Context: an optimization exercise on an open-source flow, tuned for small area and a short achievable clock period. The choices shown serve that exercise and are no tape-out recipe. In this exercise RTL edits were held to simulation tests only and were not proved equivalent to the original. No activity file was given, so power comes from the tool's default toggle rates.

==> design.v <==
module chk4_accum (
    input  wire        clk,
    input  wire        rst,         
    input  wire        init,        
    input  wire [2:0]  in_cnt,      
    input  wire [31:0] in_data,     
    output wire [31:0] chk_value,
    output wire [31:0] byte_count
);
    reg [18:0] ra;
    reg [19:0] rb;
    reg [15:0] ri;
    reg [31:0] bc;
    wire z  = rst | init;              
    wire nz = ~z;
    wire c4 = in_cnt[2] & ~rst;        
    wire c1 = in_cnt[0] & ~in_cnt[2] & ~rst;
    wire c2 = in_cnt[1] & ~in_cnt[2] & ~rst;
    wire h1 = c1 & ~c2;
    wire h2 = c2 & ~c1;
    wire h3 = c1 & c2;
    wire h4 = c4;
    wire h13 = c1;
    wire h23 = c2;
    wire h24 = h2 | h4;
    wire h34 = h3 | h4;
    wire e1 = h1 | h2 | h3 | h4;       
    wire e2 = h2 | h3 | h4;
    wire e3 = h3 | h4;
    wire e4 = h4;
    wire [2:0] k = {c4, c2, c1};
    wire g1 = h1 & nz;
    wire g2 = h2 & nz;
    wire g3 = h3 & nz;
    wire g4 = h4 & nz;
    wire g13 = h13 & nz;
    wire g23 = h23 & nz;
    wire g34 = h34 & nz;
    wire [3:0] ca = h4 ? (z ? 4'd10 : 4'd6) :
                    h3 ? (z ? 4'd6  : 4'd3) :
                    h2 ? (z ? 4'd3  : 4'd1) :
                    h1 ? (z ? 4'd1  : 4'd0) : 4'd0;
    wire [4:0] cb = h4 ? (z ? 5'd21 : 5'd10) :
                    h3 ? (z ? 5'd11 : 5'd4)  :
                    h2 ? (z ? 5'd5  : 5'd1)  :
                    h1 ? (z ? 5'd2  : 5'd0)  : (z ? 5'd1 : 5'd0);
    wire fa1, fa2;
    chk4_fa ufa1 (.a(ra[1]), .b(ra[16]), .c(ra[17]), .s(fa1), .co(fa2));
    wire fa3, fa4;
    chk4_fa ufa3 (.a(ra[2]), .b(ra[16]), .c(ra[17]), .s(fa3), .co(fa4));
    wire fa5, fa6;
    chk4_fa ufa5 (.a(ra[18]), .b(fa2), .c(fa3), .s(fa5), .co(fa6));
    wire fa7, fa8;
    chk4_fa ufa7 (.a(ra[3]), .b(ra[17]), .c(ra[18]), .s(fa7), .co(fa8));
    wire fa9, fa10;
    chk4_fa ufa9 (.a(fa4), .b(fa7), .c(fa6), .s(fa9), .co(fa10));
    wire fa11, fa12;
    chk4_fa ufa11 (.a(ra[4]), .b(ra[16]), .c(ra[18]), .s(fa11), .co(fa12));
    wire fa13, fa14;
    chk4_fa ufa13 (.a(fa8), .b(fa11), .c(fa10), .s(fa13), .co(fa14));
    wire fa15, fa16;
    chk4_fa ufa15 (.a(ra[5]), .b(ra[17]), .c(fa12), .s(fa15), .co(fa16));
    wire fa17, fa18;
    chk4_fa ufa17 (.a(ra[6]), .b(ra[18]), .c(fa16), .s(fa17), .co(fa18));
    wire fa19, fa20;
    chk4_ha ufa19 (.a(ra[0]), .b(ra[16]), .s(fa19), .co(fa20));
    wire fa21, fa22;
    chk4_ha ufa21 (.a(fa1), .b(fa20), .s(fa21), .co(fa22));
    wire fa23, fa24;
    chk4_ha ufa23 (.a(fa5), .b(fa22), .s(fa23), .co(fa24));
    wire fa25, fa26;
    chk4_ha ufa25 (.a(fa9), .b(fa24), .s(fa25), .co(fa26));
    wire fa27, fa28;
    chk4_ha ufa27 (.a(fa13), .b(fa26), .s(fa27), .co(fa28));
    wire fa29, fa30;
    chk4_fa ufa29 (.a(fa14), .b(fa15), .c(fa28), .s(fa29), .co(fa30));
    wire fa31, fa32;
    chk4_ha ufa31 (.a(fa17), .b(fa30), .s(fa31), .co(fa32));
    wire fa33, fa34;
    chk4_fa ufa33 (.a(ra[7]), .b(fa18), .c(fa32), .s(fa33), .co(fa34));
    wire fa35, fa36;
    chk4_ha ufa35 (.a(ra[8]), .b(fa34), .s(fa35), .co(fa36));
    wire fa37, fa38;
    chk4_ha ufa37 (.a(ra[9]), .b(fa36), .s(fa37), .co(fa38));
    wire fa39, fa40;
    chk4_ha ufa39 (.a(ra[10]), .b(fa38), .s(fa39), .co(fa40));
    wire fa41, fa42;
    chk4_ha ufa41 (.a(ra[11]), .b(fa40), .s(fa41), .co(fa42));
    wire fa43, fa44;
    chk4_ha ufa43 (.a(ra[12]), .b(fa42), .s(fa43), .co(fa44));
    wire fa45, fa46;
    chk4_ha ufa45 (.a(ra[13]), .b(fa44), .s(fa45), .co(fa46));
    wire fa47, fa48;
    chk4_ha ufa47 (.a(ra[14]), .b(fa46), .s(fa47), .co(fa48));
    wire fa49, fa50;
    chk4_ha ufa49 (.a(ra[15]), .b(fa48), .s(fa49), .co(fa50));
    wire [16:0] far = {fa50, fa49, fa47, fa45, fa43, fa41, fa39, fa37, fa35, fa33, fa31, fa29, fa27, fa25, fa23, fa21, fa19};
    wire fb1, fb2;
    chk4_fa ufb1 (.a(rb[1]), .b(rb[16]), .c(rb[17]), .s(fb1), .co(fb2));
    wire fb3, fb4;
    chk4_fa ufb3 (.a(rb[2]), .b(rb[16]), .c(rb[17]), .s(fb3), .co(fb4));
    wire fb5, fb6;
    chk4_fa ufb5 (.a(rb[18]), .b(fb2), .c(fb3), .s(fb5), .co(fb6));
    wire fb7, fb8;
    chk4_fa ufb7 (.a(rb[3]), .b(rb[17]), .c(rb[18]), .s(fb7), .co(fb8));
    wire fb9, fb10;
    chk4_fa ufb9 (.a(rb[19]), .b(fb4), .c(fb7), .s(fb9), .co(fb10));
    wire fb11, fb12;
    chk4_fa ufb11 (.a(rb[4]), .b(rb[16]), .c(rb[18]), .s(fb11), .co(fb12));
    wire fb13, fb14;
    chk4_fa ufb13 (.a(rb[19]), .b(fb8), .c(fb11), .s(fb13), .co(fb14));
    wire fb15, fb16;
    chk4_fa ufb15 (.a(rb[5]), .b(rb[17]), .c(rb[19]), .s(fb15), .co(fb16));
    wire fb17, fb18;
    chk4_fa ufb17 (.a(fb12), .b(fb15), .c(fb14), .s(fb17), .co(fb18));
    wire fb19, fb20;
    chk4_fa ufb19 (.a(rb[6]), .b(rb[18]), .c(fb16), .s(fb19), .co(fb20));
    wire fb21, fb22;
    chk4_fa ufb21 (.a(rb[7]), .b(rb[19]), .c(fb20), .s(fb21), .co(fb22));
    wire fb23, fb24;
    chk4_ha ufb23 (.a(rb[0]), .b(rb[16]), .s(fb23), .co(fb24));
    wire fb25, fb26;
    chk4_ha ufb25 (.a(fb1), .b(fb24), .s(fb25), .co(fb26));
    wire fb27, fb28;
    chk4_ha ufb27 (.a(fb5), .b(fb26), .s(fb27), .co(fb28));
    wire fb29, fb30;
    chk4_fa ufb29 (.a(fb6), .b(fb9), .c(fb28), .s(fb29), .co(fb30));
    wire fb31, fb32;
    chk4_fa ufb31 (.a(fb10), .b(fb13), .c(fb30), .s(fb31), .co(fb32));
    wire fb33, fb34;
    chk4_ha ufb33 (.a(fb17), .b(fb32), .s(fb33), .co(fb34));
    wire fb35, fb36;
    chk4_fa ufb35 (.a(fb18), .b(fb19), .c(fb34), .s(fb35), .co(fb36));
    wire fb37, fb38;
    chk4_ha ufb37 (.a(fb21), .b(fb36), .s(fb37), .co(fb38));
    wire fb39, fb40;
    chk4_fa ufb39 (.a(rb[8]), .b(fb22), .c(fb38), .s(fb39), .co(fb40));
    wire fb41, fb42;
    chk4_ha ufb41 (.a(rb[9]), .b(fb40), .s(fb41), .co(fb42));
    wire fb43, fb44;
    chk4_ha ufb43 (.a(rb[10]), .b(fb42), .s(fb43), .co(fb44));
    wire fb45, fb46;
    chk4_ha ufb45 (.a(rb[11]), .b(fb44), .s(fb45), .co(fb46));
    wire fb47, fb48;
    chk4_ha ufb47 (.a(rb[12]), .b(fb46), .s(fb47), .co(fb48));
    wire fb49, fb50;
    chk4_ha ufb49 (.a(rb[13]), .b(fb48), .s(fb49), .co(fb50));
    wire fb51, fb52;
    chk4_ha ufb51 (.a(rb[14]), .b(fb50), .s(fb51), .co(fb52));
    wire fb53, fb54;
    chk4_ha ufb53 (.a(rb[15]), .b(fb52), .s(fb53), .co(fb54));
    wire [16:0] fbr = {fb54, fb53, fb51, fb49, fb47, fb45, fb43, fb41, fb39, fb37, fb35, fb33, fb31, fb29, fb27, fb25, fb23};
    wire xa1, xa2;
    chk4_ha uxa1 (.a((nz & far[0])), .b((g13 & ri[0])), .s(xa1), .co(xa2));
    wire xa3, xa4;
    chk4_fa uxa3 (.a((nz & far[1])), .b(((g23 & ri[0]))), .c((g13 & ri[1])), .s(xa3), .co(xa4));
    wire xa5, xa6;
    chk4_ha uxa5 (.a(ca[1]), .b((e1 & in_data[1])), .s(xa5), .co(xa6));
    wire xa7, xa8;
    chk4_fa uxa7 (.a((nz & far[2])), .b(((g23 & ri[1]) | (g4 & ri[0]))), .c((g13 & ri[2])), .s(xa7), .co(xa8));
    wire xa9, xa10;
    chk4_fa uxa9 (.a(ca[2]), .b((e1 & in_data[2])), .c((e2 & in_data[10])), .s(xa9), .co(xa10));
    wire xa11, xa12;
    chk4_fa uxa11 (.a((nz & far[3])), .b(((g23 & ri[2]) | (g4 & ri[1]))), .c((g13 & ri[3])), .s(xa11), .co(xa12));
    wire xa13, xa14;
    chk4_fa uxa13 (.a(ca[3]), .b((e1 & in_data[3])), .c((e2 & in_data[11])), .s(xa13), .co(xa14));
    wire xa15, xa16;
    chk4_fa uxa15 (.a((nz & far[4])), .b(((g23 & ri[3]) | (g4 & ri[2]))), .c((g13 & ri[4])), .s(xa15), .co(xa16));
    wire xa17, xa18;
    chk4_ha uxa17 (.a((e1 & in_data[4])), .b((e2 & in_data[12])), .s(xa17), .co(xa18));
    wire xa19, xa20;
    chk4_fa uxa19 (.a((nz & far[5])), .b(((g23 & ri[4]) | (g4 & ri[3]))), .c((g13 & ri[5])), .s(xa19), .co(xa20));
    wire xa21, xa22;
    chk4_ha uxa21 (.a((e1 & in_data[5])), .b((e2 & in_data[13])), .s(xa21), .co(xa22));
    wire xa23, xa24;
    chk4_fa uxa23 (.a((nz & far[6])), .b(((g23 & ri[5]) | (g4 & ri[4]))), .c((g13 & ri[6])), .s(xa23), .co(xa24));
    wire xa25, xa26;
    chk4_ha uxa25 (.a((e1 & in_data[6])), .b((e2 & in_data[14])), .s(xa25), .co(xa26));
    wire xa27, xa28;
    chk4_fa uxa27 (.a((nz & far[7])), .b(((g23 & ri[6]) | (g4 & ri[5]))), .c((g13 & ri[7])), .s(xa27), .co(xa28));
    wire xa29, xa30;
    chk4_ha uxa29 (.a((e1 & in_data[7])), .b((e2 & in_data[15])), .s(xa29), .co(xa30));
    wire xa31, xa32;
    chk4_fa uxa31 (.a(ca[0]), .b((e1 & in_data[0])), .c((e2 & in_data[8])), .s(xa31), .co(xa32));
    wire xa33, xa34;
    chk4_fa uxa33 (.a((e2 & in_data[9])), .b((e3 & in_data[17])), .c((e4 & in_data[25])), .s(xa33), .co(xa34));
    wire xa35, xa36;
    chk4_ha uxa35 (.a(xa2), .b(xa5), .s(xa35), .co(xa36));
    wire xa37, xa38;
    chk4_fa uxa37 (.a((e3 & in_data[18])), .b((e4 & in_data[26])), .c(xa6), .s(xa37), .co(xa38));
    wire xa39, xa40;
    chk4_fa uxa39 (.a(xa4), .b(xa7), .c(xa9), .s(xa39), .co(xa40));
    wire xa41, xa42;
    chk4_fa uxa41 (.a((e3 & in_data[19])), .b((e4 & in_data[27])), .c(xa8), .s(xa41), .co(xa42));
    wire xa43, xa44;
    chk4_fa uxa43 (.a(xa10), .b(xa11), .c(xa13), .s(xa43), .co(xa44));
    wire xa45, xa46;
    chk4_fa uxa45 (.a((e3 & in_data[20])), .b((e4 & in_data[28])), .c(xa17), .s(xa45), .co(xa46));
    wire xa47, xa48;
    chk4_fa uxa47 (.a(xa12), .b(xa14), .c(xa15), .s(xa47), .co(xa48));
    wire xa49, xa50;
    chk4_fa uxa49 (.a((e3 & in_data[21])), .b((e4 & in_data[29])), .c(xa18), .s(xa49), .co(xa50));
    wire xa51, xa52;
    chk4_fa uxa51 (.a(xa21), .b(xa16), .c(xa19), .s(xa51), .co(xa52));
    wire xa53, xa54;
    chk4_fa uxa53 (.a((e3 & in_data[22])), .b((e4 & in_data[30])), .c(xa22), .s(xa53), .co(xa54));
    wire xa55, xa56;
    chk4_fa uxa55 (.a(xa25), .b(xa20), .c(xa23), .s(xa55), .co(xa56));
    wire xa57, xa58;
    chk4_fa uxa57 (.a((e3 & in_data[23])), .b((e4 & in_data[31])), .c(xa26), .s(xa57), .co(xa58));
    wire xa59, xa60;
    chk4_fa uxa59 (.a(xa29), .b(xa24), .c(xa27), .s(xa59), .co(xa60));
    wire xa61, xa62;
    chk4_fa uxa61 (.a((nz & far[8])), .b(((g23 & ri[7]) | (g4 & ri[6]))), .c((g13 & ri[8])), .s(xa61), .co(xa62));
    wire xa63, xa64;
    chk4_ha uxa63 (.a(xa30), .b(xa28), .s(xa63), .co(xa64));
    wire xa65, xa66;
    chk4_ha uxa65 (.a((nz & far[9])), .b(((g23 & ri[8]) | (g4 & ri[7]))), .s(xa65), .co(xa66));
    wire xa67, xa68;
    chk4_ha uxa67 (.a((e3 & in_data[16])), .b((e4 & in_data[24])), .s(xa67), .co(xa68));
    wire xa69, xa70;
    chk4_fa uxa69 (.a(xa32), .b(xa33), .c(xa3), .s(xa69), .co(xa70));
    wire xa71, xa72;
    chk4_fa uxa71 (.a(xa34), .b(xa36), .c(xa37), .s(xa71), .co(xa72));
    wire xa73, xa74;
    chk4_fa uxa73 (.a(xa38), .b(xa40), .c(xa41), .s(xa73), .co(xa74));
    wire xa75, xa76;
    chk4_fa uxa75 (.a(xa45), .b(xa42), .c(xa44), .s(xa75), .co(xa76));
    wire xa77, xa78;
    chk4_fa uxa77 (.a(xa46), .b(xa49), .c(xa48), .s(xa77), .co(xa78));
    wire xa79, xa80;
    chk4_fa uxa79 (.a(xa50), .b(xa53), .c(xa52), .s(xa79), .co(xa80));
    wire xa81, xa82;
    chk4_fa uxa81 (.a(xa54), .b(xa57), .c(xa56), .s(xa81), .co(xa82));
    wire xa83, xa84;
    chk4_fa uxa83 (.a(xa61), .b(xa58), .c(xa63), .s(xa83), .co(xa84));
    wire xa85, xa86;
    chk4_fa uxa85 (.a((g13 & ri[9])), .b(xa65), .c(xa62), .s(xa85), .co(xa86));
    wire xa87, xa88;
    chk4_fa uxa87 (.a((nz & far[10])), .b(((g23 & ri[9]) | (g4 & ri[8]))), .c((g13 & ri[10])), .s(xa87), .co(xa88));
    wire xa89, xa90;
    chk4_ha uxa89 (.a((nz & far[11])), .b(((g23 & ri[10]) | (g4 & ri[9]))), .s(xa89), .co(xa90));
    wire xa91, xa92;
    chk4_ha uxa91 (.a((nz & far[12])), .b(((g23 & ri[11]) | (g4 & ri[10]))), .s(xa91), .co(xa92));
    wire xa93, xa94;
    chk4_ha uxa93 (.a((nz & far[13])), .b(((g23 & ri[12]) | (g4 & ri[11]))), .s(xa93), .co(xa94));
    wire xa95, xa96;
    chk4_ha uxa95 (.a((nz & far[14])), .b(((g23 & ri[13]) | (g4 & ri[12]))), .s(xa95), .co(xa96));
    wire xa97, xa98;
    chk4_ha uxa97 (.a((nz & far[15])), .b(((g23 & ri[14]) | (g4 & ri[13]))), .s(xa97), .co(xa98));
    wire xa99, xa100;
    chk4_ha uxa99 (.a(xa67), .b(xa1), .s(xa99), .co(xa100));
    wire xa101, xa102;
    chk4_fa uxa101 (.a(xa68), .b(xa35), .c(xa69), .s(xa101), .co(xa102));
    wire xa103, xa104;
    chk4_fa uxa103 (.a(xa70), .b(xa39), .c(xa71), .s(xa103), .co(xa104));
    wire xa105, xa106;
    chk4_fa uxa105 (.a(xa43), .b(xa72), .c(xa73), .s(xa105), .co(xa106));
    wire xa107, xa108;
    chk4_fa uxa107 (.a(xa47), .b(xa74), .c(xa75), .s(xa107), .co(xa108));
    wire xa109, xa110;
    chk4_fa uxa109 (.a(xa51), .b(xa76), .c(xa77), .s(xa109), .co(xa110));
    wire xa111, xa112;
    chk4_fa uxa111 (.a(xa55), .b(xa78), .c(xa79), .s(xa111), .co(xa112));
    wire xa113, xa114;
    chk4_fa uxa113 (.a(xa59), .b(xa80), .c(xa81), .s(xa113), .co(xa114));
    wire xa115, xa116;
    chk4_fa uxa115 (.a(xa60), .b(xa83), .c(xa82), .s(xa115), .co(xa116));
    wire xa117, xa118;
    chk4_fa uxa117 (.a(xa64), .b(xa85), .c(xa84), .s(xa117), .co(xa118));
    wire xa119, xa120;
    chk4_fa uxa119 (.a(xa66), .b(xa87), .c(xa86), .s(xa119), .co(xa120));
    wire xa121, xa122;
    chk4_fa uxa121 (.a((g13 & ri[11])), .b(xa89), .c(xa88), .s(xa121), .co(xa122));
    wire xa123, xa124;
    chk4_fa uxa123 (.a((g13 & ri[12])), .b(xa90), .c(xa91), .s(xa123), .co(xa124));
    wire xa125, xa126;
    chk4_fa uxa125 (.a((g13 & ri[13])), .b(xa92), .c(xa93), .s(xa125), .co(xa126));
    wire xa127, xa128;
    chk4_fa uxa127 (.a((g13 & ri[14])), .b(xa94), .c(xa95), .s(xa127), .co(xa128));
    wire xa129, xa130;
    chk4_fa uxa129 (.a((g13 & ri[15])), .b(xa96), .c(xa97), .s(xa129), .co(xa130));
    wire xa131, xa132;
    chk4_fa uxa131 (.a((nz & far[16])), .b(((g23 & ri[15]) | (g4 & ri[14]))), .c(xa98), .s(xa131), .co(xa132));
    wire xa133, xa134;
    chk4_ha uxa133 (.a(xa99), .b(xa31), .s(xa133), .co(xa134));
    wire xa135, xa136;
    chk4_fa uxa135 (.a(xa100), .b(xa101), .c(xa134), .s(xa135), .co(xa136));
    wire xa137, xa138;
    chk4_fa uxa137 (.a(xa102), .b(xa103), .c(xa136), .s(xa137), .co(xa138));
    wire xa139, xa140;
    chk4_fa uxa139 (.a(xa104), .b(xa105), .c(xa138), .s(xa139), .co(xa140));
    wire xa141, xa142;
    chk4_fa uxa141 (.a(xa106), .b(xa107), .c(xa140), .s(xa141), .co(xa142));
    wire xa143, xa144;
    chk4_fa uxa143 (.a(xa108), .b(xa109), .c(xa142), .s(xa143), .co(xa144));
    wire xa145, xa146;
    chk4_fa uxa145 (.a(xa110), .b(xa111), .c(xa144), .s(xa145), .co(xa146));
    wire xa147, xa148;
    chk4_fa uxa147 (.a(xa112), .b(xa113), .c(xa146), .s(xa147), .co(xa148));
    wire xa149, xa150;
    chk4_ha uxa149 (.a(xa114), .b(xa115), .s(xa149), .co(xa150));
    wire xa151, xa152;
    chk4_fa uxa151 (.a(xa116), .b(xa117), .c(xa150), .s(xa151), .co(xa152));
    wire xa153, xa154;
    chk4_fa uxa153 (.a(xa118), .b(xa119), .c(xa152), .s(xa153), .co(xa154));
    wire xa155, xa156;
    chk4_fa uxa155 (.a(xa120), .b(xa121), .c(xa154), .s(xa155), .co(xa156));
    wire xa157, xa158;
    chk4_fa uxa157 (.a(xa122), .b(xa123), .c(xa156), .s(xa157), .co(xa158));
    wire xa159, xa160;
    chk4_fa uxa159 (.a(xa124), .b(xa125), .c(xa158), .s(xa159), .co(xa160));
    wire xa161 = ~(xa114 ^ xa115);
    wire xa162 = xa114 | xa115;
    wire xa163, xa164;
    chk4_fa uxa163 (.a(xa116), .b(xa117), .c(xa162), .s(xa163), .co(xa164));
    wire xa165, xa166;
    chk4_fa uxa165 (.a(xa118), .b(xa119), .c(xa164), .s(xa165), .co(xa166));
    wire xa167, xa168;
    chk4_fa uxa167 (.a(xa120), .b(xa121), .c(xa166), .s(xa167), .co(xa168));
    wire xa169, xa170;
    chk4_fa uxa169 (.a(xa122), .b(xa123), .c(xa168), .s(xa169), .co(xa170));
    wire xa171, xa172;
    chk4_fa uxa171 (.a(xa124), .b(xa125), .c(xa170), .s(xa171), .co(xa172));
    wire xa173 = xa148 ? xa161 : xa149;
    wire xa174 = xa148 ? xa163 : xa151;
    wire xa175 = xa148 ? xa165 : xa153;
    wire xa176 = xa148 ? xa167 : xa155;
    wire xa177 = xa148 ? xa169 : xa157;
    wire xa178 = xa148 ? xa171 : xa159;
    wire xa179 = xa160 | (xa148 & xa172);
    wire xa180, xa181;
    chk4_ha uxa180 (.a(xa126), .b(xa127), .s(xa180), .co(xa181));
    wire xa182, xa183;
    chk4_fa uxa182 (.a(xa128), .b(xa129), .c(xa181), .s(xa182), .co(xa183));
    wire xa184, xa185;
    chk4_fa uxa184 (.a(xa130), .b(xa131), .c(xa183), .s(xa184), .co(xa185));
    wire xa186, xa187;
    chk4_fa uxa186 (.a(xa132), .b(((g4 & ri[15]))), .c(xa185), .s(xa186), .co(xa187));
    wire xa188 = ~(xa126 ^ xa127);
    wire xa189 = xa126 | xa127;
    wire xa190, xa191;
    chk4_fa uxa190 (.a(xa128), .b(xa129), .c(xa189), .s(xa190), .co(xa191));
    wire xa192, xa193;
    chk4_fa uxa192 (.a(xa130), .b(xa131), .c(xa191), .s(xa192), .co(xa193));
    wire xa194, xa195;
    chk4_fa uxa194 (.a(xa132), .b(((g4 & ri[15]))), .c(xa193), .s(xa194), .co(xa195));
    wire xa196 = xa179 ? xa188 : xa180;
    wire xa197 = xa179 ? xa190 : xa182;
    wire xa198 = xa179 ? xa192 : xa184;
    wire xa199 = xa179 ? xa194 : xa186;
    wire xa200 = xa179 ? xa195 : xa187;
    wire [18:0] sa = {xa200, xa199, xa198, xa197, xa196, xa178, xa177, xa176, xa175, xa174, xa173, xa147, xa145, xa143, xa141, xa139, xa137, xa135, xa133};
    wire xb1, xb2;
    chk4_ha uxb1 (.a((nz & fbr[0])), .b((g13 & far[0])), .s(xb1), .co(xb2));
    wire xb3, xb4;
    chk4_fa uxb3 (.a((nz & fbr[1])), .b(((g23 & far[0]))), .c((g13 & far[1])), .s(xb3), .co(xb4));
    wire xb5, xb6;
    chk4_ha uxb5 (.a(((g1 & ri[1]) | (g2 & ri[0]))), .b(((g2 & ri[1]) | (g34 & ri[0]))), .s(xb5), .co(xb6));
    wire xb7, xb8;
    chk4_fa uxb7 (.a((nz & fbr[2])), .b(((g23 & far[1]) | (g4 & far[0]))), .c((g13 & far[2])), .s(xb7), .co(xb8));
    wire xb9, xb10;
    chk4_fa uxb9 (.a(((g1 & ri[2]) | (g2 & ri[1]) | (g3 & ri[0]))), .b(((g2 & ri[2]) | (g34 & ri[1]))), .c(cb[2]), .s(xb9), .co(xb10));
    wire xb11, xb12;
    chk4_fa uxb11 (.a((nz & fbr[3])), .b(((g23 & far[2]) | (g4 & far[1]))), .c((g13 & far[3])), .s(xb11), .co(xb12));
    wire xb13, xb14;
    chk4_fa uxb13 (.a(((g1 & ri[3]) | (g2 & ri[2]) | (g3 & ri[1]) | (g4 & ri[0]))), .b(((g2 & ri[3]) | (g34 & ri[2]))), .c(cb[3]), .s(xb13), .co(xb14));
    wire xb15, xb16;
    chk4_fa uxb15 (.a((nz & fbr[4])), .b(((g23 & far[3]) | (g4 & far[2]))), .c((g13 & far[4])), .s(xb15), .co(xb16));
    wire xb17, xb18;
    chk4_fa uxb17 (.a(((g1 & ri[4]) | (g2 & ri[3]) | (g3 & ri[2]) | (g4 & ri[1]))), .b(((g2 & ri[4]) | (g34 & ri[3]))), .c(cb[4]), .s(xb17), .co(xb18));
    wire xb19, xb20;
    chk4_fa uxb19 (.a((nz & fbr[5])), .b(((g23 & far[4]) | (g4 & far[3]))), .c((g13 & far[5])), .s(xb19), .co(xb20));
    wire xb21, xb22;
    chk4_ha uxb21 (.a(((g1 & ri[5]) | (g2 & ri[4]) | (g3 & ri[3]) | (g4 & ri[2]))), .b(((g2 & ri[5]) | (g34 & ri[4]))), .s(xb21), .co(xb22));
    wire xb23, xb24;
    chk4_fa uxb23 (.a((nz & fbr[6])), .b(((g23 & far[5]) | (g4 & far[4]))), .c((g13 & far[6])), .s(xb23), .co(xb24));
    wire xb25, xb26;
    chk4_ha uxb25 (.a(((g1 & ri[6]) | (g2 & ri[5]) | (g3 & ri[4]) | (g4 & ri[3]))), .b(((g2 & ri[6]) | (g34 & ri[5]))), .s(xb25), .co(xb26));
    wire xb27, xb28;
    chk4_fa uxb27 (.a((nz & fbr[7])), .b(((g23 & far[6]) | (g4 & far[5]))), .c((g13 & far[7])), .s(xb27), .co(xb28));
    wire xb29, xb30;
    chk4_ha uxb29 (.a(((g1 & ri[7]) | (g2 & ri[6]) | (g3 & ri[5]) | (g4 & ri[4]))), .b(((g2 & ri[7]) | (g34 & ri[6]))), .s(xb29), .co(xb30));
    wire xb31, xb32;
    chk4_ha uxb31 (.a((nz & fbr[8])), .b(((g23 & far[7]) | (g4 & far[6]))), .s(xb31), .co(xb32));
    wire xb33, xb34;
    chk4_fa uxb33 (.a(((g1 & ri[0]))), .b(((g2 & ri[0]))), .c(cb[0]), .s(xb33), .co(xb34));
    wire xb35, xb36;
    chk4_ha uxb35 (.a(((h1 & in_data[0]))), .b(((h2 & in_data[8]))), .s(xb35), .co(xb36));
    wire xb37, xb38;
    chk4_fa uxb37 (.a(cb[1]), .b(((h1 & in_data[1]) | (h23 & in_data[0]))), .c(((h2 & in_data[9]) | (h34 & in_data[8]))), .s(xb37), .co(xb38));
    wire xb39, xb40;
    chk4_fa uxb39 (.a(((h3 & in_data[1]) | (h4 & in_data[9]))), .b(((h3 & in_data[17]) | (h4 & in_data[16]))), .c((h4 & in_data[25])), .s(xb39), .co(xb40));
    wire xb41, xb42;
    chk4_ha uxb41 (.a(xb2), .b(xb5), .s(xb41), .co(xb42));
    wire xb43, xb44;
    chk4_fa uxb43 (.a(((h1 & in_data[2]) | (h23 & in_data[1]) | (h4 & in_data[0]))), .b(((h2 & in_data[10]) | (h34 & in_data[9]))), .c(((h3 & in_data[2]) | (h4 & in_data[10]))), .s(xb43), .co(xb44));
    wire xb45, xb46;
    chk4_fa uxb45 (.a(((h3 & in_data[18]) | (h4 & in_data[17]))), .b((h4 & in_data[26])), .c(xb6), .s(xb45), .co(xb46));
    wire xb47, xb48;
    chk4_fa uxb47 (.a(xb4), .b(xb7), .c(xb9), .s(xb47), .co(xb48));
    wire xb49, xb50;
    chk4_fa uxb49 (.a(((h1 & in_data[3]) | (h23 & in_data[2]) | (h4 & in_data[1]))), .b(((h2 & in_data[11]) | (h34 & in_data[10]))), .c(((h3 & in_data[3]) | (h4 & in_data[11]))), .s(xb49), .co(xb50));
    wire xb51, xb52;
    chk4_fa uxb51 (.a(((h3 & in_data[19]) | (h4 & in_data[18]))), .b((h4 & in_data[27])), .c(xb8), .s(xb51), .co(xb52));
    wire xb53, xb54;
    chk4_fa uxb53 (.a(xb10), .b(xb11), .c(xb13), .s(xb53), .co(xb54));
    wire xb55, xb56;
    chk4_fa uxb55 (.a(((h1 & in_data[4]) | (h23 & in_data[3]) | (h4 & in_data[2]))), .b(((h2 & in_data[12]) | (h34 & in_data[11]))), .c(((h3 & in_data[4]) | (h4 & in_data[12]))), .s(xb55), .co(xb56));
    wire xb57, xb58;
    chk4_fa uxb57 (.a(((h3 & in_data[20]) | (h4 & in_data[19]))), .b((h4 & in_data[28])), .c(xb12), .s(xb57), .co(xb58));
    wire xb59, xb60;
    chk4_fa uxb59 (.a(xb14), .b(xb15), .c(xb17), .s(xb59), .co(xb60));
    wire xb61, xb62;
    chk4_fa uxb61 (.a(((h1 & in_data[5]) | (h23 & in_data[4]) | (h4 & in_data[3]))), .b(((h2 & in_data[13]) | (h34 & in_data[12]))), .c(((h3 & in_data[5]) | (h4 & in_data[13]))), .s(xb61), .co(xb62));
    wire xb63, xb64;
    chk4_fa uxb63 (.a(((h3 & in_data[21]) | (h4 & in_data[20]))), .b((h4 & in_data[29])), .c(xb21), .s(xb63), .co(xb64));
    wire xb65, xb66;
    chk4_fa uxb65 (.a(xb16), .b(xb18), .c(xb19), .s(xb65), .co(xb66));
    wire xb67, xb68;
    chk4_fa uxb67 (.a(((h1 & in_data[6]) | (h23 & in_data[5]) | (h4 & in_data[4]))), .b(((h2 & in_data[14]) | (h34 & in_data[13]))), .c(((h3 & in_data[6]) | (h4 & in_data[14]))), .s(xb67), .co(xb68));
    wire xb69, xb70;
    chk4_fa uxb69 (.a(((h3 & in_data[22]) | (h4 & in_data[21]))), .b((h4 & in_data[30])), .c(xb22), .s(xb69), .co(xb70));
    wire xb71, xb72;
    chk4_fa uxb71 (.a(xb25), .b(xb20), .c(xb23), .s(xb71), .co(xb72));
    wire xb73, xb74;
    chk4_fa uxb73 (.a(((h1 & in_data[7]) | (h23 & in_data[6]) | (h4 & in_data[5]))), .b(((h2 & in_data[15]) | (h34 & in_data[14]))), .c(((h3 & in_data[7]) | (h4 & in_data[15]))), .s(xb73), .co(xb74));
    wire xb75, xb76;
    chk4_fa uxb75 (.a(((h3 & in_data[23]) | (h4 & in_data[22]))), .b((h4 & in_data[31])), .c(xb26), .s(xb75), .co(xb76));
    wire xb77, xb78;
    chk4_fa uxb77 (.a(xb29), .b(xb24), .c(xb27), .s(xb77), .co(xb78));
    wire xb79, xb80;
    chk4_fa uxb79 (.a((g13 & far[8])), .b(((g1 & ri[8]) | (g2 & ri[7]) | (g3 & ri[6]) | (g4 & ri[5]))), .c(((g2 & ri[8]) | (g34 & ri[7]))), .s(xb79), .co(xb80));
    wire xb81, xb82;
    chk4_fa uxb81 (.a(((h23 & in_data[7]) | (h4 & in_data[6]))), .b(((h34 & in_data[15]))), .c(((h4 & in_data[23]))), .s(xb81), .co(xb82));
    wire xb83, xb84;
    chk4_fa uxb83 (.a(xb30), .b(xb31), .c(xb28), .s(xb83), .co(xb84));
    wire xb85, xb86;
    chk4_fa uxb85 (.a((nz & fbr[9])), .b(((g23 & far[8]) | (g4 & far[7]))), .c((g13 & far[9])), .s(xb85), .co(xb86));
    wire xb87, xb88;
    chk4_fa uxb87 (.a(((g1 & ri[9]) | (g2 & ri[8]) | (g3 & ri[7]) | (g4 & ri[6]))), .b(((g2 & ri[9]) | (g34 & ri[8]))), .c(((h4 & in_data[7]))), .s(xb87), .co(xb88));
    wire xb89, xb90;
    chk4_ha uxb89 (.a((nz & fbr[10])), .b(((g23 & far[9]) | (g4 & far[8]))), .s(xb89), .co(xb90));
    wire xb91, xb92;
    chk4_fa uxb91 (.a(((h3 & in_data[0]) | (h4 & in_data[8]))), .b(((h3 & in_data[16]))), .c((h4 & in_data[24])), .s(xb91), .co(xb92));
    wire xb93, xb94;
    chk4_fa uxb93 (.a(xb36), .b(xb34), .c(xb37), .s(xb93), .co(xb94));
    wire xb95, xb96;
    chk4_ha uxb95 (.a(xb39), .b(xb3), .s(xb95), .co(xb96));
    wire xb97, xb98;
    chk4_fa uxb97 (.a(xb38), .b(xb40), .c(xb43), .s(xb97), .co(xb98));
    wire xb99, xb100;
    chk4_fa uxb99 (.a(xb42), .b(xb45), .c(xb47), .s(xb99), .co(xb100));
    wire xb101, xb102;
    chk4_fa uxb101 (.a(xb44), .b(xb49), .c(xb46), .s(xb101), .co(xb102));
    wire xb103, xb104;
    chk4_fa uxb103 (.a(xb48), .b(xb51), .c(xb53), .s(xb103), .co(xb104));
    wire xb105, xb106;
    chk4_fa uxb105 (.a(xb50), .b(xb55), .c(xb52), .s(xb105), .co(xb106));
    wire xb107, xb108;
    chk4_fa uxb107 (.a(xb54), .b(xb57), .c(xb59), .s(xb107), .co(xb108));
    wire xb109, xb110;
    chk4_fa uxb109 (.a(xb56), .b(xb61), .c(xb63), .s(xb109), .co(xb110));
    wire xb111, xb112;
    chk4_fa uxb111 (.a(xb58), .b(xb60), .c(xb65), .s(xb111), .co(xb112));
    wire xb113, xb114;
    chk4_fa uxb113 (.a(xb62), .b(xb67), .c(xb64), .s(xb113), .co(xb114));
    wire xb115, xb116;
    chk4_fa uxb115 (.a(xb69), .b(xb66), .c(xb71), .s(xb115), .co(xb116));
    wire xb117, xb118;
    chk4_fa uxb117 (.a(xb68), .b(xb73), .c(xb70), .s(xb117), .co(xb118));
    wire xb119, xb120;
    chk4_fa uxb119 (.a(xb75), .b(xb72), .c(xb77), .s(xb119), .co(xb120));
    wire xb121, xb122;
    chk4_fa uxb121 (.a(xb74), .b(xb79), .c(xb81), .s(xb121), .co(xb122));
    wire xb123, xb124;
    chk4_fa uxb123 (.a(xb76), .b(xb78), .c(xb83), .s(xb123), .co(xb124));
    wire xb125, xb126;
    chk4_fa uxb125 (.a(xb32), .b(xb80), .c(xb82), .s(xb125), .co(xb126));
    wire xb127, xb128;
    chk4_fa uxb127 (.a(xb85), .b(xb87), .c(xb84), .s(xb127), .co(xb128));
    wire xb129, xb130;
    chk4_fa uxb129 (.a((g13 & far[10])), .b(((g1 & ri[10]) | (g2 & ri[9]) | (g3 & ri[8]) | (g4 & ri[7]))), .c(((g2 & ri[10]) | (g34 & ri[9]))), .s(xb129), .co(xb130));
    wire xb131, xb132;
    chk4_fa uxb131 (.a(xb89), .b(xb86), .c(xb88), .s(xb131), .co(xb132));
    wire xb133, xb134;
    chk4_fa uxb133 (.a((nz & fbr[11])), .b(((g23 & far[10]) | (g4 & far[9]))), .c((g13 & far[11])), .s(xb133), .co(xb134));
    wire xb135, xb136;
    chk4_fa uxb135 (.a(((g1 & ri[11]) | (g2 & ri[10]) | (g3 & ri[9]) | (g4 & ri[8]))), .b(((g2 & ri[11]) | (g34 & ri[10]))), .c(xb90), .s(xb135), .co(xb136));
    wire xb137, xb138;
    chk4_fa uxb137 (.a((nz & fbr[12])), .b(((g23 & far[11]) | (g4 & far[10]))), .c((g13 & far[12])), .s(xb137), .co(xb138));
    wire xb139, xb140;
    chk4_ha uxb139 (.a(((g1 & ri[12]) | (g2 & ri[11]) | (g3 & ri[10]) | (g4 & ri[9]))), .b(((g2 & ri[12]) | (g34 & ri[11]))), .s(xb139), .co(xb140));
    wire xb141, xb142;
    chk4_fa uxb141 (.a((nz & fbr[13])), .b(((g23 & far[12]) | (g4 & far[11]))), .c((g13 & far[13])), .s(xb141), .co(xb142));
    wire xb143, xb144;
    chk4_ha uxb143 (.a(((g1 & ri[13]) | (g2 & ri[12]) | (g3 & ri[11]) | (g4 & ri[10]))), .b(((g2 & ri[13]) | (g34 & ri[12]))), .s(xb143), .co(xb144));
    wire xb145, xb146;
    chk4_fa uxb145 (.a((nz & fbr[14])), .b(((g23 & far[13]) | (g4 & far[12]))), .c((g13 & far[14])), .s(xb145), .co(xb146));
    wire xb147, xb148;
    chk4_ha uxb147 (.a(((g1 & ri[14]) | (g2 & ri[13]) | (g3 & ri[12]) | (g4 & ri[11]))), .b(((g2 & ri[14]) | (g34 & ri[13]))), .s(xb147), .co(xb148));
    wire xb149, xb150;
    chk4_fa uxb149 (.a((nz & fbr[15])), .b(((g23 & far[14]) | (g4 & far[13]))), .c((g13 & far[15])), .s(xb149), .co(xb150));
    wire xb151, xb152;
    chk4_ha uxb151 (.a(((g1 & ri[15]) | (g2 & ri[14]) | (g3 & ri[13]) | (g4 & ri[12]))), .b(((g2 & ri[15]) | (g34 & ri[14]))), .s(xb151), .co(xb152));
    wire xb153, xb154;
    chk4_fa uxb153 (.a((nz & fbr[16])), .b(((g23 & far[15]) | (g4 & far[14]))), .c((g13 & far[16])), .s(xb153), .co(xb154));
    wire xb155, xb156;
    chk4_ha uxb155 (.a(((g2 & ri[15]) | (g3 & ri[14]) | (g4 & ri[13]))), .b(((g34 & ri[15]))), .s(xb155), .co(xb156));
    wire xb157, xb158;
    chk4_ha uxb157 (.a(xb35), .b(xb1), .s(xb157), .co(xb158));
    wire xb159, xb160;
    chk4_fa uxb159 (.a(xb92), .b(xb41), .c(xb95), .s(xb159), .co(xb160));
    wire xb161, xb162;
    chk4_fa uxb161 (.a(xb96), .b(xb94), .c(xb97), .s(xb161), .co(xb162));
    wire xb163, xb164;
    chk4_fa uxb163 (.a(xb98), .b(xb101), .c(xb100), .s(xb163), .co(xb164));
    wire xb165, xb166;
    chk4_fa uxb165 (.a(xb102), .b(xb105), .c(xb104), .s(xb165), .co(xb166));
    wire xb167, xb168;
    chk4_fa uxb167 (.a(xb109), .b(xb106), .c(xb108), .s(xb167), .co(xb168));
    wire xb169, xb170;
    chk4_fa uxb169 (.a(xb110), .b(xb113), .c(xb112), .s(xb169), .co(xb170));
    wire xb171, xb172;
    chk4_fa uxb171 (.a(xb114), .b(xb117), .c(xb116), .s(xb171), .co(xb172));
    wire xb173, xb174;
    chk4_fa uxb173 (.a(xb121), .b(xb118), .c(xb120), .s(xb173), .co(xb174));
    wire xb175, xb176;
    chk4_fa uxb175 (.a(xb122), .b(xb125), .c(xb124), .s(xb175), .co(xb176));
    wire xb177, xb178;
    chk4_fa uxb177 (.a(xb129), .b(xb126), .c(xb131), .s(xb177), .co(xb178));
    wire xb179, xb180;
    chk4_fa uxb179 (.a(xb130), .b(xb133), .c(xb135), .s(xb179), .co(xb180));
    wire xb181, xb182;
    chk4_fa uxb181 (.a(xb139), .b(xb134), .c(xb137), .s(xb181), .co(xb182));
    wire xb183, xb184;
    chk4_fa uxb183 (.a(xb140), .b(xb143), .c(xb138), .s(xb183), .co(xb184));
    wire xb185, xb186;
    chk4_fa uxb185 (.a(xb144), .b(xb147), .c(xb142), .s(xb185), .co(xb186));
    wire xb187, xb188;
    chk4_fa uxb187 (.a(xb148), .b(xb151), .c(xb146), .s(xb187), .co(xb188));
    wire xb189, xb190;
    chk4_fa uxb189 (.a(xb152), .b(xb155), .c(xb150), .s(xb189), .co(xb190));
    wire xb191, xb192;
    chk4_fa uxb191 (.a(((g23 & far[16]) | (g4 & far[15]))), .b(((g3 & ri[15]) | (g4 & ri[14]))), .c(xb156), .s(xb191), .co(xb192));
    wire xb193, xb194;
    chk4_ha uxb193 (.a(xb91), .b(xb33), .s(xb193), .co(xb194));
    wire xb195, xb196;
    chk4_fa uxb195 (.a(xb158), .b(xb93), .c(xb159), .s(xb195), .co(xb196));
    wire xb197, xb198;
    chk4_fa uxb197 (.a(xb160), .b(xb161), .c(xb99), .s(xb197), .co(xb198));
    wire xb199, xb200;
    chk4_fa uxb199 (.a(xb162), .b(xb103), .c(xb163), .s(xb199), .co(xb200));
    wire xb201, xb202;
    chk4_fa uxb201 (.a(xb107), .b(xb164), .c(xb165), .s(xb201), .co(xb202));
    wire xb203, xb204;
    chk4_fa uxb203 (.a(xb111), .b(xb166), .c(xb167), .s(xb203), .co(xb204));
    wire xb205, xb206;
    chk4_fa uxb205 (.a(xb115), .b(xb168), .c(xb169), .s(xb205), .co(xb206));
    wire xb207, xb208;
    chk4_fa uxb207 (.a(xb119), .b(xb170), .c(xb171), .s(xb207), .co(xb208));
    wire xb209, xb210;
    chk4_fa uxb209 (.a(xb123), .b(xb172), .c(xb173), .s(xb209), .co(xb210));
    wire xb211, xb212;
    chk4_fa uxb211 (.a(xb127), .b(xb174), .c(xb175), .s(xb211), .co(xb212));
    wire xb213, xb214;
    chk4_fa uxb213 (.a(xb128), .b(xb177), .c(xb176), .s(xb213), .co(xb214));
    wire xb215, xb216;
    chk4_fa uxb215 (.a(xb132), .b(xb179), .c(xb178), .s(xb215), .co(xb216));
    wire xb217, xb218;
    chk4_fa uxb217 (.a(xb136), .b(xb181), .c(xb180), .s(xb217), .co(xb218));
    wire xb219, xb220;
    chk4_fa uxb219 (.a(xb141), .b(xb182), .c(xb183), .s(xb219), .co(xb220));
    wire xb221, xb222;
    chk4_fa uxb221 (.a(xb145), .b(xb184), .c(xb185), .s(xb221), .co(xb222));
    wire xb223, xb224;
    chk4_fa uxb223 (.a(xb149), .b(xb186), .c(xb187), .s(xb223), .co(xb224));
    wire xb225, xb226;
    chk4_fa uxb225 (.a(xb153), .b(xb188), .c(xb189), .s(xb225), .co(xb226));
    wire xb227, xb228;
    chk4_fa uxb227 (.a(xb154), .b(xb191), .c(xb190), .s(xb227), .co(xb228));
    wire xb229, xb230;
    chk4_fa uxb229 (.a(((g4 & far[16]))), .b(((g4 & ri[15]))), .c(xb192), .s(xb229), .co(xb230));
    wire xb231, xb232;
    chk4_ha uxb231 (.a(xb193), .b(xb157), .s(xb231), .co(xb232));
    wire xb233, xb234;
    chk4_fa uxb233 (.a(xb194), .b(xb195), .c(xb232), .s(xb233), .co(xb234));
    wire xb235, xb236;
    chk4_fa uxb235 (.a(xb196), .b(xb197), .c(xb234), .s(xb235), .co(xb236));
    wire xb237, xb238;
    chk4_fa uxb237 (.a(xb198), .b(xb199), .c(xb236), .s(xb237), .co(xb238));
    wire xb239, xb240;
    chk4_fa uxb239 (.a(xb200), .b(xb201), .c(xb238), .s(xb239), .co(xb240));
    wire xb241, xb242;
    chk4_fa uxb241 (.a(xb202), .b(xb203), .c(xb240), .s(xb241), .co(xb242));
    wire xb243, xb244;
    chk4_fa uxb243 (.a(xb204), .b(xb205), .c(xb242), .s(xb243), .co(xb244));
    wire xb245, xb246;
    chk4_fa uxb245 (.a(xb206), .b(xb207), .c(xb244), .s(xb245), .co(xb246));
    wire xb247, xb248;
    chk4_ha uxb247 (.a(xb208), .b(xb209), .s(xb247), .co(xb248));
    wire xb249, xb250;
    chk4_fa uxb249 (.a(xb210), .b(xb211), .c(xb248), .s(xb249), .co(xb250));
    wire xb251, xb252;
    chk4_fa uxb251 (.a(xb212), .b(xb213), .c(xb250), .s(xb251), .co(xb252));
    wire xb253, xb254;
    chk4_fa uxb253 (.a(xb214), .b(xb215), .c(xb252), .s(xb253), .co(xb254));
    wire xb255, xb256;
    chk4_fa uxb255 (.a(xb216), .b(xb217), .c(xb254), .s(xb255), .co(xb256));
    wire xb257, xb258;
    chk4_fa uxb257 (.a(xb218), .b(xb219), .c(xb256), .s(xb257), .co(xb258));
    wire xb259 = ~(xb208 ^ xb209);
    wire xb260 = xb208 | xb209;
    wire xb261, xb262;
    chk4_fa uxb261 (.a(xb210), .b(xb211), .c(xb260), .s(xb261), .co(xb262));
    wire xb263, xb264;
    chk4_fa uxb263 (.a(xb212), .b(xb213), .c(xb262), .s(xb263), .co(xb264));
    wire xb265, xb266;
    chk4_fa uxb265 (.a(xb214), .b(xb215), .c(xb264), .s(xb265), .co(xb266));
    wire xb267, xb268;
    chk4_fa uxb267 (.a(xb216), .b(xb217), .c(xb266), .s(xb267), .co(xb268));
    wire xb269, xb270;
    chk4_fa uxb269 (.a(xb218), .b(xb219), .c(xb268), .s(xb269), .co(xb270));
    wire xb271 = xb246 ? xb259 : xb247;
    wire xb272 = xb246 ? xb261 : xb249;
    wire xb273 = xb246 ? xb263 : xb251;
    wire xb274 = xb246 ? xb265 : xb253;
    wire xb275 = xb246 ? xb267 : xb255;
    wire xb276 = xb246 ? xb269 : xb257;
    wire xb277 = xb258 | (xb246 & xb270);
    wire xb278, xb279;
    chk4_ha uxb278 (.a(xb220), .b(xb221), .s(xb278), .co(xb279));
    wire xb280, xb281;
    chk4_fa uxb280 (.a(xb222), .b(xb223), .c(xb279), .s(xb280), .co(xb281));
    wire xb282, xb283;
    chk4_fa uxb282 (.a(xb224), .b(xb225), .c(xb281), .s(xb282), .co(xb283));
    wire xb284, xb285;
    chk4_fa uxb284 (.a(xb226), .b(xb227), .c(xb283), .s(xb284), .co(xb285));
    wire xb286, xb287;
    chk4_fa uxb286 (.a(xb228), .b(xb229), .c(xb285), .s(xb286), .co(xb287));
    wire xb288, xb289;
    chk4_ha uxb288 (.a(xb230), .b(xb287), .s(xb288), .co(xb289));
    wire xb290 = ~(xb220 ^ xb221);
    wire xb291 = xb220 | xb221;
    wire xb292, xb293;
    chk4_fa uxb292 (.a(xb222), .b(xb223), .c(xb291), .s(xb292), .co(xb293));
    wire xb294, xb295;
    chk4_fa uxb294 (.a(xb224), .b(xb225), .c(xb293), .s(xb294), .co(xb295));
    wire xb296, xb297;
    chk4_fa uxb296 (.a(xb226), .b(xb227), .c(xb295), .s(xb296), .co(xb297));
    wire xb298, xb299;
    chk4_fa uxb298 (.a(xb228), .b(xb229), .c(xb297), .s(xb298), .co(xb299));
    wire xb300, xb301;
    chk4_ha uxb300 (.a(xb230), .b(xb299), .s(xb300), .co(xb301));
    wire xb302 = xb277 ? xb290 : xb278;
    wire xb303 = xb277 ? xb292 : xb280;
    wire xb304 = xb277 ? xb294 : xb282;
    wire xb305 = xb277 ? xb296 : xb284;
    wire xb306 = xb277 ? xb298 : xb286;
    wire xb307 = xb277 ? xb300 : xb288;
    wire [19:0] sb = {xb307, xb306, xb305, xb304, xb303, xb302, xb276, xb275, xb274, xb273, xb272, xb271, xb245, xb243, xb241, xb239, xb237, xb235, xb233, xb231};
    wire [3:0]  lo = {1'b0, bc[2:0] & {3{nz}}} + {1'b0, k};
    wire [31:0] cc;                    
    wire [31:0] cs;                    
    wire p0 = &bc[10:3];
    wire p1 = &bc[18:11];
    wire p2 = &bc[26:19];
    assign cc[3]  = lo[3];
    assign cc[11] = lo[3] & p0;
    assign cc[19] = lo[3] & p0 & p1;
    assign cc[27] = lo[3] & p0 & p1 & p2;
    genvar j;
    generate
        for (j = 3; j < 32; j = j + 1) begin : inc
            wire co;
            chk4_ha u (.a(bc[j]), .b(cc[j]), .s(cs[j]), .co(co));
            if (j != 10 && j != 18 && j != 26 && j != 31) begin : rip
                assign cc[j + 1] = co;
            end
        end
    endgenerate
    assign cc[2:0] = 3'd0;
    assign cs[2:0] = lo[2:0];
    wire [31:0] nbc = {cs[31:3] & {29{nz}}, lo[2:0]};
    wire [3:0]  ilo = {1'b0, ri[2:1] & {2{nz}}, ri[0] | z} + {1'b0, k};
    wire [16:3] ic;                    
    wire [15:3] is;
    assign ic[3] = ilo[3];
    generate
        for (j = 3; j < 16; j = j + 1) begin : iinc
            chk4_ha u (.a(ri[j]), .b(ic[j]), .s(is[j]), .co(ic[j + 1]));
        end
    endgenerate
    wire        iw = ic[16];           
    wire [4:0]  iwl = {3'd0, ilo[1:0]} + 5'd23;
    wire [15:0] ni = iw ? {11'd0, iwl} : {is[15:3] & {13{nz}}, ilo[2:0]};
    wire ga = far[16] | ((&far[15:5]) & (far[4:0] >= 5'd9));
    wire gb = fbr[16] | ((&fbr[15:5]) & (fbr[4:0] >= 5'd9));
    wire [10:0] ta = {1'b0, far[9:0]} + 11'd23;
    wire [10:0] tb = {1'b0, fbr[9:0]} + 11'd23;
    wire [15:0] oa = ga ? {6'd0, ta[9:0]} : far[15:0];
    wire [15:0] ob = gb ? {6'd0, tb[9:0]} : fbr[15:0];
    assign chk_value  = {oa, ob};
    assign byte_count = bc;
    always @(posedge clk) begin
        ra <= sa;
        rb <= sb;
        ri <= ni;
        bc <= nbc;
    end
endmodule
module chk4_fa (input wire a, input wire b, input wire c, output wire s, output wire co);
    assign s  = a ^ b ^ c;
    assign co = (a & b) | (a & c) | (b & c);
endmodule
module chk4_ha (input wire a, input wire b, output wire s, output wire co);
    assign s  = a ^ b;
    assign co = a & b;
endmodule
==> flow/run.sh <==
#!/bin/bash
# The standard layout (standard.sh, all steps), with the port buffers placed
# by flow/ports.tcl before global placement instead of by the standard call,
# and timing repair asked to leave a setup margin (the clock and constraints
# are unchanged).
set -euo pipefail
here=$(pwd)
export DONT_BUFFER_PORTS=1
export PRE_GLOBAL_PLACE_TCL="$here/flow/ports.tcl"
export SETUP_SLACK_MARGIN=16
bash standard.sh > "$here/standard.log" 2>&1
==> flow/ports.tcl <==
# Port buffers (in place of the standard flow's single buffer_ports call):
# every input and every output port still gets its own buffer, but with a
# plain buffer cell of a suitable size instead of the default delay buffer.
buffer_ports -inputs -buffer_cell sky130_fd_sc_hd__buf_2
buffer_ports -outputs -buffer_cell sky130_fd_sc_hd__buf_1
==> standard.sh <==
#!/bin/bash
# synth_recipe.tcl (not shown) runs the flow's synth.tcl, then flattens the netlist and writes it again
# the make line also repeats each setting of config.mk as NAME=value (left out here)
make -C /OpenROAD-flow-scripts/flow DESIGN_CONFIG=/design/flow/config.mk WORK_HOME=/design/flow/orfs CLKGATE_MAP_FILE= SYNTH_SCRIPT=/design/flow/synth_recipe.tcl "${@:-finish}"
==> config.mk <==
export PLATFORM = sky130hd
export DESIGN_NAME = chk4_accum
export DESIGN_NICKNAME = chk4_accum
export VERILOG_FILES = /design/flow/design.v
export SDC_FILE = /design/flow/constraint.sdc
export NUM_CORES = 4
export LEC_CHECK = 0
export CAP_MARGIN = 20
export CORE_MARGIN = 2
export CORE_UTILIZATION = 65
export CTS_BUF_LIST = sky130_fd_sc_hd__clkbuf_4 sky130_fd_sc_hd__clkbuf_8
export SLEW_MARGIN = 20
export SYNTH_HIERARCHICAL = 1
export SYNTH_MINIMUM_KEEP_SIZE = 0
==> constraint.sdc <==
create_clock -name core_clock -period 28.0 [get_ports {clk}]
set_input_delay 5.6000 -clock core_clock [delete_from_list [all_inputs] [get_ports {clk}]]
set_output_delay 5.6000 -clock core_clock [all_outputs]
set_load 0.01 [all_outputs]
==> report_table.html <==
<table>
<tr><th>Metric</th><th>Value</th></tr>
<tr><th colspan="2">Critical path</th></tr>
<tr><td>Most common cell on crit path</td><td>sky130_fd_sc_hd__ha_4</td></tr>
<tr><td>Crit path cell chain</td><td>fa_1 &gt; fa_2 &gt; fa_2 &gt; fa_1 &gt; ha_2 &gt; fa_2 &gt; ha_4 &gt; fa_2 &gt; ha_4 &gt; ha_4 &gt; ha_4 &gt; ha_2 &gt; ha_4 &gt; ha_4 &gt; ha_4 &gt; ha_4 &gt; nand4_1 &gt; o31a_1 &gt; nor3_2 &gt; xor2_2</td></tr>
<tr><td>CP max stage cell</td><td>sky130_fd_sc_hd__fa_1</td></tr>
<tr><td>Kind of cell adding the most delay to the critical path</td><td>adder cells</td></tr>
<tr><td>Worst EP required</td><td>about 22 ns</td></tr>
<tr><td>Arrival time reported for the critical path endpoint</td><td>~6.3 ns</td></tr>
<tr><td>Delay of the slowest critical-path stage</td><td>about 0.5 ns</td></tr>
<tr><td>Bufs and invs on worst path</td><td>0</td></tr>
<tr><td>Maximum fanout encountered on the critical timing path</td><td>5</td></tr>
<tr><td>Critical path class</td><td>flip-flop to output pin</td></tr>
<tr><td>Critical path capture point type</td><td>output pin</td></tr>
<tr><td>Startpoint type of the worst setup path</td><td>flip-flop</td></tr>
<tr><th colspan="2">Worst hold path</th></tr>
<tr><td>Worst hold-check path type</td><td>flip-flop to flip-flop</td></tr>
<tr><th colspan="2">CTS</th></tr>
<tr><td>Post-CTS clock slew at the launch and capture registers of the worst setup and hold paths</td><td>about 0.1 ns</td></tr>
<tr><td>Root buf cell</td><td>sky130_fd_sc_hd__clkbuf_8</td></tr>
<tr><td>CTS buffer count</td><td>9</td></tr>
<tr><td>Source-to-sink clock delay at the later pin of the worst-skew pair</td><td>a little under 0.4 ns</td></tr>
<tr><td>Count of hold buffers inserted by post-cts repair</td><td>0</td></tr>
<tr><td>CTS sink count</td><td>87</td></tr>
<tr><td>TritonCTS clock tree</td><td>done</td></tr>
<tr><td>Maximum level of the CTS H-tree</td><td>3</td></tr>
<tr><td>Maximum clock path buffer count</td><td>2</td></tr>
<tr><th colspan="2">Route</th></tr>
<tr><td>Routed len/inst</td><td>roughly 25 µm</td></tr>
<tr><td>Detailed-route via count</td><td>7772</td></tr>
<tr><td>First drt pass iteration count</td><td>9</td></tr>
<tr><td>Detailed-route DRC error count</td><td>0</td></tr>
<tr><td>Detail-routed via count per cell</td><td>approximately 6.5</td></tr>
<tr><td>Violation count after the first detailed-route iteration</td><td>between 600 and 700</td></tr>
<tr><td>Routed Antenna Nets</td><td>0</td></tr>
<tr><td>Final WL</td><td>between 20000 and 30000 µm</td></tr>
<tr><th colspan="2">Synth</th></tr>
<tr><td>Post-synthesis instance total</td><td>between 1000 and 1500</td></tr>
<tr><td>Synthesized netlist net count</td><td>roughly 1400</td></tr>
<tr><td>Fraction of the yosys area taken by sequential cells</td><td>15.29%</td></tr>
<tr><td>#FFs+latches synth</td><td>87</td></tr>
<tr><td>Yosys synthesis warning count</td><td>7</td></tr>
<tr><td>Post-Synthesis Cell Area</td><td>about 11000 µm²</td></tr>
<tr><td>Yosys cell types</td><td>just under 50</td></tr>
<tr><td>Syn_area_per_cell</td><td>about 11 µm²</td></tr>
<tr><th colspan="2">Die</th></tr>
<tr><td>Overall die width</td><td>136.4 µm</td></tr>
<tr><td>Count of boundary I/O pins</td><td>102</td></tr>
<tr><td>Die height</td><td>between 100 and 150 µm</td></tr>
<tr><td>Starting density of the core</td><td>between 60% and 70%</td></tr>
<tr><td>Core area</td><td>~17000 µm²</td></tr>
<tr><td>Core Rows</td><td>48</td></tr>
<tr><td>Total die area</td><td>about 19000 µm²</td></tr>
<tr><th colspan="2">Final layout</th></tr>
<tr><td>Flip-flop and latch area</td><td>approximately 1800 µm²</td></tr>
<tr><td>Final Net Count</td><td>1355</td></tr>
<tr><td>Antenna fix cells</td><td>0</td></tr>
<tr><td>Area added between synthesis and finish</td><td>5.373%</td></tr>
<tr><td>Share of post-route cells with drive strength above 1</td><td>about an eighth</td></tr>
<tr><td>Area occupied by multi-input gates</td><td>roughly 9400 µm²</td></tr>
<tr><td>Final instance area</td><td>about 12000 µm²</td></tr>
<tr><td>Final standard cell count with taps included and fillers excluded</td><td>around 1200</td></tr>
<tr><td>Final-layout fill cell count</td><td>between 1000 and 1500</td></tr>
<tr><th colspan="2">Global route</th></tr>
<tr><td>Total gr overflow</td><td>0</td></tr>
<tr><td>Vias in the first global route</td><td>8389</td></tr>
<tr><td>Largest net degree at the start of global routing</td><td>63</td></tr>
<tr><td>Initial antenna violation count</td><td>0</td></tr>
<tr><td>Gr usage total</td><td>approximately a third</td></tr>
<tr><td>Wire length of the first global-routing pass</td><td>between 40000 and 50000 µm</td></tr>
<tr><th colspan="2">Run</th></tr>
<tr><td>Maxcap violations</td><td>0</td></tr>
<tr><th colspan="2">Timing</th></tr>
<tr><td>Final worst slack</td><td>between 15 and 20 ns</td></tr>
<tr><td>Minimum clock period</td><td>11.88 ns</td></tr>
<tr><td>Final-report setup violation count</td><td>0</td></tr>
<tr><td>Least-Margin Pin Slew</td><td>0.6945 ns</td></tr>
<tr><td>Final critical-path share of the clock period</td><td>roughly 42%</td></tr>
<tr><td>Setup repair after global routing missed its margin</td><td>false</td></tr>
<tr><td>Setup TNS</td><td>0 ns</td></tr>
<tr><td>Worst clock skew on the final layout</td><td>approximately 0.014 ns</td></tr>
<tr><td>Maximum clock frequency</td><td>around 0.084 GHz</td></tr>
<tr><td>Worst slew margin</td><td>between 50% and 60%</td></tr>
<tr><td>Number of failing hold endpoints at the final stage</td><td>0</td></tr>
<tr><td>Max Slew Vio Count</td><td>0</td></tr>
<tr><th colspan="2">Power and ir drop</th></tr>
<tr><td>VDD IR-drop max</td><td>between 40 and 50 µV</td></tr>
<tr><td>Leakage power summed over all cells</td><td>6.261 nW</td></tr>
<tr><td>Part of the total power dissipated in the clock network</td><td>16.6%</td></tr>
<tr><td>Sw Ratio</td><td>44.51%</td></tr>
<tr><td>Post-layout power</td><td>approximately 560 µW</td></tr>
<tr><td>Cell-internal power</td><td>311.9 µW</td></tr>
<tr><td>Logic pwr share</td><td>roughly 56%</td></tr>
<tr><td>Power Density</td><td>46.84 nW/µm²</td></tr>
<tr><td>Net Sw Power</td><td>250.2 µW</td></tr>
<tr><td>Register share of total power</td><td>between 20% and 30%</td></tr>
<tr><th colspan="2">Placed design</th></tr>
<tr><td>RePlAce Congestion</td><td>about 0.95</td></tr>
<tr><td>Count of buffers from port buffering</td><td>98</td></tr>
<tr><td>Final HPWL DP</td><td>about 23000 µm</td></tr>
<tr><td>Number of placed instances with taps included</td><td>1171</td></tr>
<tr><td>Worst slack at placement</td><td>roughly 15 ns</td></tr>
<tr><td>Post-Place Cell Area</td><td>about 11000 µm²</td></tr>
<tr><th colspan="2">Outcome</th></tr>
<tr><td>Outcome</td><td>no timing/DRC/antenna violations</td></tr>
</table>
logic make-up (layout without fill, tap and decap cells):
kind of cell	count (synthesis)	in the layout	synth area share, %
AO/OA/AOI/OAI	128	128	9.097
flip-flops	87	87	15.29
buffers and inverters	104	75	4.274
AND/OR/NAND/NOR	289	290	14.35
XOR/XNOR	19	19	1.461
adder cells (fa/ha/maj)	348	348	52.93
multiplexers	27	27	2.593
final timing paths:
kind	start	end	slack [ns]	cells after the start
hold reg to reg	bc[31]	bc[31]	0.67	2
hold / removal	bc[31]	bc[31]	0.67	2
setup / recovery	ra[16]	chk_value[25]	16.12	20
setup reg to reg	ra[16]	rb[18]	18.99	22
power groups by stage:
stage / logic, mW / clock network, mW / registers, mW
floorplan: 0.211 / 0 / 0.154
global placement: 0.287 / 0 / 0.157
detailed placement: 0.296 / 0 / 0.157
CTS: 0.305 / 0.0951 / 0.154
global route: 0.344 / 0.0996 / 0.156
finish: 0.315 / 0.0933 / 0.154
area by class of cell:
class	count	area share, %
Inverter	42	1.387
Sequential cell	87	14.65
Clock inverter	7	0.6986
Timing Repair Buffer	16	1.105
Multi-Input combinational cell	812	78.74
Tap cell	225	2.346
Clock buffer	9	1.032
Timing Repair inverter	1	0.04171
per-module statistics from Yosys (local to each module, per instance):
module | cells inside | cell area [µm²] | copies in the design
chk4_accum | 671 | 5580 | 1
chk4_fa | 1 | 20.02 | 222
chk4_ha | 1 | 12.51 | 109
metrics by stage:
stage / utilization [%] / hold slack (ns)
floorplan: - / 0.5436
global placement: 66.19 / 0.6398
detailed placement: 66.19 / 0.6494
global route: 69.62 / 0.7018
CTS: 68.12 / 0.6749
finish: 69.62 / 0.6681
repair_timing:
action                                  4_1_cts  5_1_grt
gates resized for setup                      26       41
pin swaps                                     5       27
gates cloned                                  0        2
endpoints found under the setup margin       46       38
buffers inserted                              2        8
cell usage after synthesis, drive strengths merged:
master / n / area share (%)
ha: 125 / 14
and3: 33 / 1.8
nand3: 3 / 0.13
o211ai: 4 / 0.26
clkbuf: 27 / 0.89
a2111oi: 2 / 0.37
or3b: 2 / 0.15
o21ai: 18 / 0.79
xnor2: 11 / 0.85
fa: 223 / 39
nand3b: 1 / 0.066
nor2b: 3 / 0.16
nand2: 62 / 2.0
o31a: 2 / 0.15
mux2: 20 / 2.0
inv: 41 / 1.4
o22ai: 2 / 0.11
dfxtp: 87 / 15
mux2i: 7 / 0.62
nor3: 13 / 0.77
clkinv: 1 / 0.033
a211o: 1 / 0.077
or2: 2 / 0.11
or3: 4 / 0.22
a21o: 7 / 0.46
nor4b: 2 / 0.29
xor2: 8 / 0.62
o41ai: 2 / 0.22
nand2b: 2 / 0.11
nor2: 28 / 1.1
and2: 123 / 6.8
a21oi: 13 / 0.57
buf: 35 / 2.0
a22o: 55 / 4.2
a222oi: 18 / 1.6
a22oi: 4 / 0.26
nand4: 11 / 0.60
cell usage in the layout (no fill, tap or decap), types with 3 or more instances in the layout:
master and count:
sky130_fd_sc_hd__fa_1 216, sky130_fd_sc_hd__and2_1 122, sky130_fd_sc_hd__ha_1 110, sky130_fd_sc_hd__dfxtp_1 82
sky130_fd_sc_hd__nand2_1 62, sky130_fd_sc_hd__a22o_1 55, sky130_fd_sc_hd__inv_1 39, sky130_fd_sc_hd__and3_1 32
sky130_fd_sc_hd__nor2_1 21, sky130_fd_sc_hd__mux2_2 20, sky130_fd_sc_hd__a222oi_1 18, sky130_fd_sc_hd__buf_4 15
sky130_fd_sc_hd__o21ai_0 12, sky130_fd_sc_hd__a21oi_1 12, sky130_fd_sc_hd__nand4_1 11, sky130_fd_sc_hd__ha_4 9
sky130_fd_sc_hd__clkbuf_8 9, sky130_fd_sc_hd__a21o_1 7, sky130_fd_sc_hd__xnor2_1 7, sky130_fd_sc_hd__nor3_1 7
sky130_fd_sc_hd__fa_2 7, sky130_fd_sc_hd__xor2_1 6, sky130_fd_sc_hd__o21ai_1 6, sky130_fd_sc_hd__mux2i_1 6
sky130_fd_sc_hd__ha_2 6, sky130_fd_sc_hd__nor2_4 5, sky130_fd_sc_hd__inv_6 5, sky130_fd_sc_hd__or3_1 4
sky130_fd_sc_hd__o211ai_1 4, sky130_fd_sc_hd__xnor2_2 4, sky130_fd_sc_hd__a22oi_1 4, sky130_fd_sc_hd__dfxtp_4 4
sky130_fd_sc_hd__nor2_2 3, sky130_fd_sc_hd__nor2b_1 3, sky130_fd_sc_hd__nand3_1 3, sky130_fd_sc_hd__nor3_2 3
sky130_fd_sc_hd__nor3_4 3, sky130_fd_sc_hd__clkinv_8 3
sequential cells by signal, indices dropped and copies added (netlist names):
signal,cells
bc,32
rb,20
ra,19
ri,16
metal layers:
layer	vias to the layer above	global-route usage (%)	wire, µm
met5	-	0	0
met4	0	14.12	1324
met3	78	7.905	2501
met2	367	54.41	14490
met1	3985	42.32	11110
li1	3342	-	-
tightest hold or removal path, delay by kind of cell (launching register included):
kind / cells / cell delay, ns
adders and majority gates: 1 / 0.14
DFF: 1 / 0.40
and+or+nand+nor: 1 / 0.10

## afterwards: timing with drivers on the ports
The flow's constraints put no driver on any port. The routed layout listed below was extracted and timed again, unchanged, in two steps. Step 1 assumes that a clkbuf_16 drives the clock port and a buf_2 every other input. Step 2 times the ports against the registers' clock, not the clock port: input delays grow and output delays shrink by t, the midpoint of the rising clock arrivals with the driver on. a / b / c = ideal ports / drivers / drivers and shift; a / b = the first two.
t (ns): 0.427
slack for setup (ns): 16.120 / 15.965 / 15.538
worst setup path after step 2: input to register
After both steps setup and hold are still met in this run. The setup slack of this run moves by -0.155 ns with the drivers and by -0.582 ns with both steps.
